This design comes from an exercise in tuning for small area, a short achievable clock period and few clock cycles per item on the open sky130 flow, not from production work. RTL that was checked went through simulation tests only; none was proved equivalent to the original. No activity file was given, so power comes from the tool's default toggle rates.

Design canser_rx, start of the top module:
module canser_rx (
    input  wire        clk,
    input  wire        rst,
    input  wire        in_valid,
    input  wire [7:0]  in_data,
    output wire        in_ready,
    output wire        out_valid,
    input  wire        out_ready,
    output wire [28:0] out_id,
    output wire [3:0]  out_dlc,
    output wire [63:0] out_data,
    output wire [31:0] out_ts_ms,
    output wire [63:0] out_ts
);
    localparam [7:0] START = 8'hAA;
    localparam [7:0] END   = 8'hBB;
    localparam       BUFN  = 19;         
    localparam [1:0] C_IDLE = 2'd0, C_RUN = 2'd1, C_DONE = 2'd2;
    reg [7:0]      rxb [0:BUFN-1];       
    reg [BUFN-1:0] occ;                  
    reg [BUFN-1:0] pres;
    integer p;
    always @* begin
        pres[0] = occ[0];
        for (p = 1; p < BUFN; p = p + 1)
            pres[p] = pres[p - 1] && occ[p];
    end
    reg [4:0]      skip;                 
    reg            skz;                  
    reg            held;                 
    reg            tsv;                  
    reg            ov_q;
    reg            ir_q;
    reg [1:0]      cst;                  
    reg [3:0]      cstep;
    reg [28:0] id_q;
    reg [3:0]  dlc_q;
    reg [63:0] data_q;
    reg [31:0] ts_ms_q;
    reg [4:0]  lz_q;
    wire [7:0] dlc_b    = rxb[5];
    wire       is_start = rxb[0] == START;
    wire       hdr      = pres[10];
    wire       id_ok    = rxb[6][7:5] == 3'b000;
    wire       h_ok     = id_ok && held;
    reg [8:0] dsel, fulls, fstay;
    integer e;
    always @* begin
  ...
export LEC_CHECK = 0
export CAP_MARGIN = 20
export CORE_MARGIN = 2
export CORE_UTILIZATION = 55
export CTS_BUF_LIST = sky130_fd_sc_hd__clkbuf_8
export CTS_CLUSTER_DIAMETER = 60
export CTS_CLUSTER_SIZE = 15
export SLEW_MARGIN = 20
create_clock -name core_clock -period 10.0 [get_ports {clk}]
standard.sh (not shown) runs the stock make flow with config.mk's settings and CLKGATE_MAP_FILE= SYNTH_SCRIPT=/design/flow/synth_recipe.tcl, a recipe that flattens the netlist after the stock synthesis.
==> flow/flow/run.sh <==
#!/bin/bash
set -euo pipefail
cd "$(dirname "$0")/.."
bash standard.sh SETUP_SLACK_MARGIN=6.5 'BUFFER_PORTS_ARGS=-buffer_cell sky130_fd_sc_hd__buf_1' finish > standard.log 2>&1
Testbench counts at the start, summed over its fixed seeds: cycles 32,532, messages 1,995.
Rerun with:
--- a/flow/design.v
+++ b/flow/design.v
@@ -1,22 +1,20 @@
 module ts_dequant (
     input  wire        clk,
     input  wire        load,       
     input  wire        step,       
-    input  wire [3:0]  nstep,      
     input  wire [31:0] k,          
     input  wire [4:0]  lz,         
     output wire [63:0] result      
 );
     reg  [53:0] q;                 
-    reg  [5:0]  d;                 
     reg  [6:0]  r;                 
     reg  [10:0] bexp;
     wire [31:0] kn = k << lz;
     wire        hi = kn[31:25] >= 7'd125;
     wire [10:0] e0 = 11'd1044 - {6'd0, lz};
     wire [10:0] e1 = 11'd1045 - {6'd0, lz};
     wire [6:0] tm;
     wire [127:0] tm_b0 = 128'h1333333333366666666664cccccccccc;
     assign tm[0] = tm_b0[r];
     wire [127:0] tm_b1 = 128'h0f0f0f0f0f0e1e1e1e1e1c3c3c3c3c3c;
     assign tm[1] = tm_b1[r];
@@ -63,49 +61,37 @@
     assign f1[0] = f1_b0[r];
     wire [127:0] f1_b1 = 128'h0f0f0f0f0f0e1e1e1e1e1c3c3c3c3c3c;
     assign f1[1] = f1_b1[r];
     wire [127:0] f1_b2 = 128'h0ff00ff00ff01fe01fe01fc03fc03fc0;
     assign f1[2] = f1_b2[r];
     wire [127:0] f1_b3 = 128'h0ffff0000fffe0001fffe0003fffc000;
     assign f1[3] = f1_b3[r];
     wire [127:0] f1_b4 = 128'h0ffffffff00000001fffffffc0000000;
     assign f1[4] = f1_b4[r];
     wire [127:0] f1_b5 = 128'h0fffffffffffffffe000000000000000;
     assign f1[5] = f1_b5[r];
+    wire [5:0] d  = q[53:48];
     wire [7:0] uv = {1'b0, tv} + {2'b00, d};      
     wire [6:0] ut = tm + {1'b0, d};
     wire       ge = uv[7];
     wire [6:0] rn = ge ? uv[6:0] : ut;
-    wire [32:0] z = hi ? {1'b0, kn} : {kn, 1'b0};
-    reg  [5:0]  d_n;
-    always @* begin
-        case (nstep)
-            4'd0:    d_n = z[20:15];
-            4'd1:    d_n = z[14:9];
-            4'd2:    d_n = z[8:3];
-            4'd3:    d_n = {z[2:0], 3'b000};
-            4'd7:    d_n = 6'b111110;
-            default: d_n = 6'b000000;
-        endcase
-    end
-    always @(posedge clk)
-        r <= step ? rn : {1'b0, z[32:27]};
+    wire [5:0] dg = ge ? f1 : fm;
     always @(posedge clk) begin
         if (load) begin
-            d    <= z[26:21];
+            r    <= hi ? {2'b00, kn[31:27]} : {1'b0, kn[31:26]};
+            q    <= hi ? {kn[26:0], 20'd0, 7'd62} : {kn[25:0], 21'd0, 7'd62};
             bexp <= (k == 32'd0) ? 11'd0 : hi ? e1 : e0;
         end else if (step) begin
-            d    <= d_n;
-        end
-        if (step)
-            q    <= {q[47:0], ge ? f1 : fm};
+            r    <= rn;
+            q    <= {q[47:0], dg};
+        end
     end
     assign result = {1'b0, bexp, q[51:0]};
 endmodule
 module canser_rx (
     input  wire        clk,
     input  wire        rst,
     input  wire        in_valid,
     input  wire [7:0]  in_data,
     output wire        in_ready,
     output wire        out_valid,
     input  wire        out_ready,
@@ -227,23 +213,22 @@
             dlc_q   <= dlc_b[3:0];
             ts_ms_q <= ts_b;
             lz_q    <= lz_b;
             for (k = 0; k < 8; k = k + 1)
                 data_q[8*k +: 8] <= (k < dlc_b[3:0]) ? rxb[10 + k] : 8'd0;
         end
     end
     ts_dequant u_dequant (
         .clk    (clk),
         .load   (c_load),
         .step   (c_step),
-        .nstep  (cstep),
         .k      (ts_ms_q),
         .lz     (lz_q),
         .result (out_ts)
     );
     assign in_ready  = ir_q;
     assign out_valid = ov_q;
     assign out_id    = id_q;
     assign out_dlc   = dlc_q;
     assign out_data  = data_q;
     assign out_ts_ms = ts_ms_q;
 endmodule
=>
- The changed run went through all stages and came out clean
- combinational power goes down by 66%
- setup slack got worse by 0.13 ns
- global-route usage goes up by 1.3 points
- clock-buffer cell count does not change
- total power goes down by 13%
- synthesized area goes up by 3.4%
- sequential power barely changes
Testbench counts after the change, summed over its fixed seeds: cycles 32,532, messages 1,995.

* * *

canser_rx, a different RTL version from the one above (not shown whole).
Size: ~1,500 cells after synthesis, roughly 390 flip-flops, ~19,000 sq um of cells after synthesis.
Design canser_rx, start of the top module:
module canser_rx (
    input  wire        clk,
    input  wire        rst,
    input  wire        in_valid,
    input  wire [7:0]  in_data,
    output wire        in_ready,
    output wire        out_valid,
    input  wire        out_ready,
    output wire [28:0] out_id,
    output wire [3:0]  out_dlc,
    output wire [63:0] out_data,
    output wire [31:0] out_ts_ms,
    output wire [63:0] out_ts
);
clock: 10.0 ns
lec_check: 0
cap_margin: 20
core_margin: 2
core_utilization: 55
slew_margin: 20
Scripts as last shown in full above: flow/flow/run.sh
Change:
--- a/flow/design.v
+++ b/flow/design.v
@@ -1,20 +1,22 @@
 module ts_dequant (
     input  wire        clk,
     input  wire        load,       
     input  wire        step,       
+    input  wire [3:0]  nstep,      
     input  wire [31:0] k,          
     input  wire [4:0]  lz,         
     output wire [63:0] result      
 );
     reg  [53:0] q;                 
+    reg  [5:0]  d;                 
     reg  [6:0]  r;                 
     reg  [10:0] bexp;
     wire [31:0] kn = k << lz;
     wire        hi = kn[31:25] >= 7'd125;
     wire [10:0] e0 = 11'd1044 - {6'd0, lz};
     wire [10:0] e1 = 11'd1045 - {6'd0, lz};
     wire [6:0] tm;
     wire [127:0] tm_b0 = 128'h1333333333366666666664cccccccccc;
     assign tm[0] = tm_b0[r];
     wire [127:0] tm_b1 = 128'h0f0f0f0f0f0e1e1e1e1e1c3c3c3c3c3c;
     assign tm[1] = tm_b1[r];
@@ -61,41 +63,49 @@
     assign f1[0] = f1_b0[r];
     wire [127:0] f1_b1 = 128'h0f0f0f0f0f0e1e1e1e1e1c3c3c3c3c3c;
     assign f1[1] = f1_b1[r];
     wire [127:0] f1_b2 = 128'h0ff00ff00ff01fe01fe01fc03fc03fc0;
     assign f1[2] = f1_b2[r];
     wire [127:0] f1_b3 = 128'h0ffff0000fffe0001fffe0003fffc000;
     assign f1[3] = f1_b3[r];
     wire [127:0] f1_b4 = 128'h0ffffffff00000001fffffffc0000000;
     assign f1[4] = f1_b4[r];
     wire [127:0] f1_b5 = 128'h0fffffffffffffffe000000000000000;
     assign f1[5] = f1_b5[r];
-    wire [5:0] d  = q[53:48];
     wire [7:0] uv = {1'b0, tv} + {2'b00, d};      
     wire [6:0] ut = tm + {1'b0, d};
     wire       ge = uv[7];
     wire [6:0] rn = ge ? uv[6:0] : ut;
-    wire [6:0] r_ld = hi ? {2'b00, kn[31:27]} : {1'b0, kn[31:26]};
+    wire [32:0] z = hi ? {1'b0, kn} : {kn, 1'b0};
+    reg  [5:0]  d_n;
+    always @* begin
+        case (nstep)
+            4'd0:    d_n = z[20:15];
+            4'd1:    d_n = z[14:9];
+            4'd2:    d_n = z[8:3];
+            4'd3:    d_n = {z[2:0], 3'b000};
+            4'd7:    d_n = 6'b111110;
+            default: d_n = 6'b000000;
+        endcase
+    end
     always @(posedge clk)
-        r <= step ? rn : r_ld;
-    wire [5:0] d1 = load ? 6'b111110 : f1;
-    wire [5:0] d0 = load ? 6'b111110 : fm;
-    always @(posedge clk) begin
-        if (load || step)
-            q[5:0] <= ge ? d1 : d0;
+        r <= step ? rn : {1'b0, z[32:27]};
+    always @(posedge clk) begin
         if (load) begin
-            q[53:6] <= hi ? {kn[26:0], 20'd0, 1'b0} : {kn[25:0], 21'd0, 1'b0};
-            bexp    <= (k == 32'd0) ? 11'd0 : hi ? e1 : e0;
+            d    <= z[26:21];
+            bexp <= (k == 32'd0) ? 11'd0 : hi ? e1 : e0;
         end else if (step) begin
-            q[53:6] <= q[47:0];
-        end
+            d    <= d_n;
+        end
+        if (step)
+            q    <= {q[47:0], ge ? f1 : fm};
     end
     assign result = {1'b0, bexp, q[51:0]};
 endmodule
 module canser_rx (
     input  wire        clk,
     input  wire        rst,
     input  wire        in_valid,
     input  wire [7:0]  in_data,
     output wire        in_ready,
     output wire        out_valid,
     input  wire        out_ready,
@@ -217,22 +227,23 @@
             dlc_q   <= dlc_b[3:0];
             ts_ms_q <= ts_b;
             lz_q    <= lz_b;
             for (k = 0; k < 8; k = k + 1)
                 data_q[8*k +: 8] <= (k < dlc_b[3:0]) ? rxb[10 + k] : 8'd0;
         end
     end
     ts_dequant u_dequant (
         .clk    (clk),
         .load   (c_load),
         .step   (c_step),
+        .nstep  (cstep),
         .k      (ts_ms_q),
         .lz     (lz_q),
         .result (out_ts)
     );
     assign in_ready  = ir_q;
     assign out_valid = ov_q;
     assign out_id    = id_q;
     assign out_dlc   = dlc_q;
     assign out_data  = data_q;
     assign out_ts_ms = ts_ms_q;
 endmodule
Outcome: Utilization went up by 0.79 points. Sequential share of layout area is higher by 1.5 points. Routed wire length fell by 3.1%. Fmax falls by 1.6%. Synthesized area shrinks by about 3%. Global-route usage decreases by 0.50 points. Register-to-register slack degrades by 0.06 ns. Total power increases by 1.6%. Critical path depth is unchanged. Design area fell by about 1.8%. Clock-buffer cell count went down by 4. Setup slack is worse by 0.059 ns. Synthesized cell count drops by about 7%. Die area goes down by 2.8%.
Testbench counts after the change, summed over its fixed seeds: cycles 32,532, messages 1,995.
Only the layout flow was run in the first run of this note; the RTL was not checked for function there.

* * *

## rev 12
canser_rx with an RTL version that a note above also has.
Size: ~1,400 cells after synthesis, ~210 I/O pins, roughly 18,000 um2 of cells after synthesis.
clock: 10.0 ns
lec_check: 0
cap_margin: 20
core_margin: 2
core_utilization: 62
cts_buf_list: sky130_fd_sc_hd__clkbuf_8
cts_cluster_diameter: 60
cts_cluster_size: 15
slew_margin: 20
Scripts as last shown in full above: flow/flow/run.sh
Testbench counts of rev 12, summed over its fixed seeds: cycles 32,532, messages 1,995.
#### Input delta (rev 13 over rev 12)
--- a/flow/design.v
+++ b/flow/design.v
@@ -5,14 +5,17 @@
     input  wire [3:0]  nstep,      
     input  wire [31:0] k,          
     input  wire [4:0]  lz,         
     output wire [63:0] result      
 );
     reg  [53:0] q;                 
     reg  [5:0]  d;                 
+    reg  [5:0]  fm_q;              
+    reg         ge_q;              
+    wire [5:0]  f1_q = fm_q + 6'd1;
     reg  [6:0]  r;                 
     reg  [10:0] bexp;
     wire [31:0] kn = k << lz;
     wire        hi = kn[31:25] >= 7'd125;
     wire [10:0] e0 = 11'd1044 - {6'd0, lz};
     wire [10:0] e1 = 11'd1045 - {6'd0, lz};
     wire [6:0] tm;
@@ -54,27 +57,14 @@
     assign fm[2] = fm_b2[r];
     wire [127:0] fm_b3 = 128'h1fffc0003fff80007fff8000ffff0000;
     assign fm[3] = fm_b3[r];
     wire [127:0] fm_b4 = 128'h1fffffffc00000007fffffff00000000;
     assign fm[4] = fm_b4[r];
     wire [127:0] fm_b5 = 128'h1fffffffffffffff8000000000000000;
     assign fm[5] = fm_b5[r];
-    wire [5:0] f1;
-    wire [127:0] f1_b0 = 128'h0cccccccccc9999999999b3333333333;
-    assign f1[0] = f1_b0[r];
-    wire [127:0] f1_b1 = 128'h0f0f0f0f0f0e1e1e1e1e1c3c3c3c3c3c;
-    assign f1[1] = f1_b1[r];
-    wire [127:0] f1_b2 = 128'h0ff00ff00ff01fe01fe01fc03fc03fc0;
-    assign f1[2] = f1_b2[r];
-    wire [127:0] f1_b3 = 128'h0ffff0000fffe0001fffe0003fffc000;
-    assign f1[3] = f1_b3[r];
-    wire [127:0] f1_b4 = 128'h0ffffffff00000001fffffffc0000000;
-    assign f1[4] = f1_b4[r];
-    wire [127:0] f1_b5 = 128'h0fffffffffffffffe000000000000000;
-    assign f1[5] = f1_b5[r];
     wire [7:0] uv = {1'b0, tv} + {2'b00, d};      
     wire [6:0] ut = tm + {1'b0, d};
     wire       ge = uv[7];
     wire [6:0] rn = ge ? uv[6:0] : ut;
     wire [32:0] z = hi ? {1'b0, kn} : {kn, 1'b0};
     reg  [5:0]  d_n;
     always @* begin
@@ -92,16 +82,19 @@
     always @(posedge clk) begin
         if (load) begin
             d    <= z[26:21];
             bexp <= (k == 32'd0) ? 11'd0 : hi ? e1 : e0;
         end else if (step) begin
             d    <= d_n;
         end
-        if (step)
-            q    <= {q[47:0], ge ? f1 : fm};
+        if (step) begin
+            fm_q <= fm;
+            ge_q <= ge;
+            q    <= {q[47:0], ge_q ? f1_q : fm_q};
+        end
     end
     assign result = {1'b0, bexp, q[51:0]};
 endmodule
 module canser_rx (
     input  wire        clk,
     input  wire        rst,
     input  wire        in_valid,
@@ -190,15 +183,15 @@
     reg  [1:0] cst_n;
     always @* begin
         cst_n = cst;
         if ((!held && drop1 && !accept) || xfer)
             cst_n = C_IDLE;
         else if (c_load)
             cst_n = C_RUN;
-        else if (c_step && cstep == 4'd8)
+        else if (c_step && cstep == 4'd9)
             cst_n = C_DONE;
     end
     always @(posedge clk) begin
         if (rst) begin
             occ   <= {BUFN{1'b0}};
             skip  <= 5'd0;
             skz   <= 1'b0;
==> run notes <==
- No run among rev 13 and rev 12 stopped early or left any final violation; all are clean.
- Compare rev 13 and rev 12 | shortest clock period the worst path allows after layout higher: rev 12
- Rev 12 -> rev 13: number of non-clock buffers in the layout increased by a little under 10%
- Comparing floorplan die width for rev 13 and rev 12, the bigger number came from rev 13.
- From rev 12 to rev 13 the numbers moved as follows: area of the die went up by about 1.3%, power dissipated by switching net loads was more or less identical, share of the core filled with cells went up by 1.3 points.
- Comparing rev 13 with rev 12, the average wire per cell in the routed design came out essentially unchanged.
- For clock slew at the register clock pins of the worst setup and hold paths, rev 12 and rev 13 come out practically identical.
- Status: reported combinational group power parity (rev 12, rev 13)
- Summary — setup slack, rev 13 relative to rev 12: higher, by 56 ps.
- Total power consumption of the routed design came out higher on rev 13 than on rev 12.
Only the layout flow was run in rev 13; the RTL was not checked for function there.

[separate check: timing with driven ports]
No port has a modelled driver above. Below, the same layouts with a new extraction and two added sets of constraints. Step 1: set_driving_cell puts a clkbuf_16 on clk and a buf_2 on each other input, an assumption about the parent block. Step 2 also shifts input and output timing later by t, the mid clock arrival at the registers, as if the neighbouring blocks saw the same clock. Slacks: no drivers / after step 1 / after step 2; pairs: no drivers / after step 1.
run	shift t [ns]	slack for setup (ns)	hold WS [ns]	worst setup path at the end
the first run of note 1	0.613	6.423 / 6.423 / 6.257	0.451 / 0.451 / 0.451	input to register
the second run of note 1	0.646	6.291 / 6.291 / 6.291	0.448 / 0.448 / 0.448	register to register
the first run of note 2	0.593	6.437 / 6.437 / 6.348	0.443 / 0.443 / 0.443	input to register
the second run of note 2	0.577	6.378 / 6.378 / 6.271	0.444 / 0.444 / 0.444	input to register
rev 12	0.601	6.447 / 6.447 / 6.122	0.449 / 0.449 / 0.449	input to register
rev 13	0.601	6.503 / 6.503 / 6.331	0.450 / 0.450 / 0.450	input to register
After both steps setup and hold are still met in every run listed. The setup slack of rev 12, which loses most, moves by 0.000 ns with the drivers and by -0.325 ns with both steps.
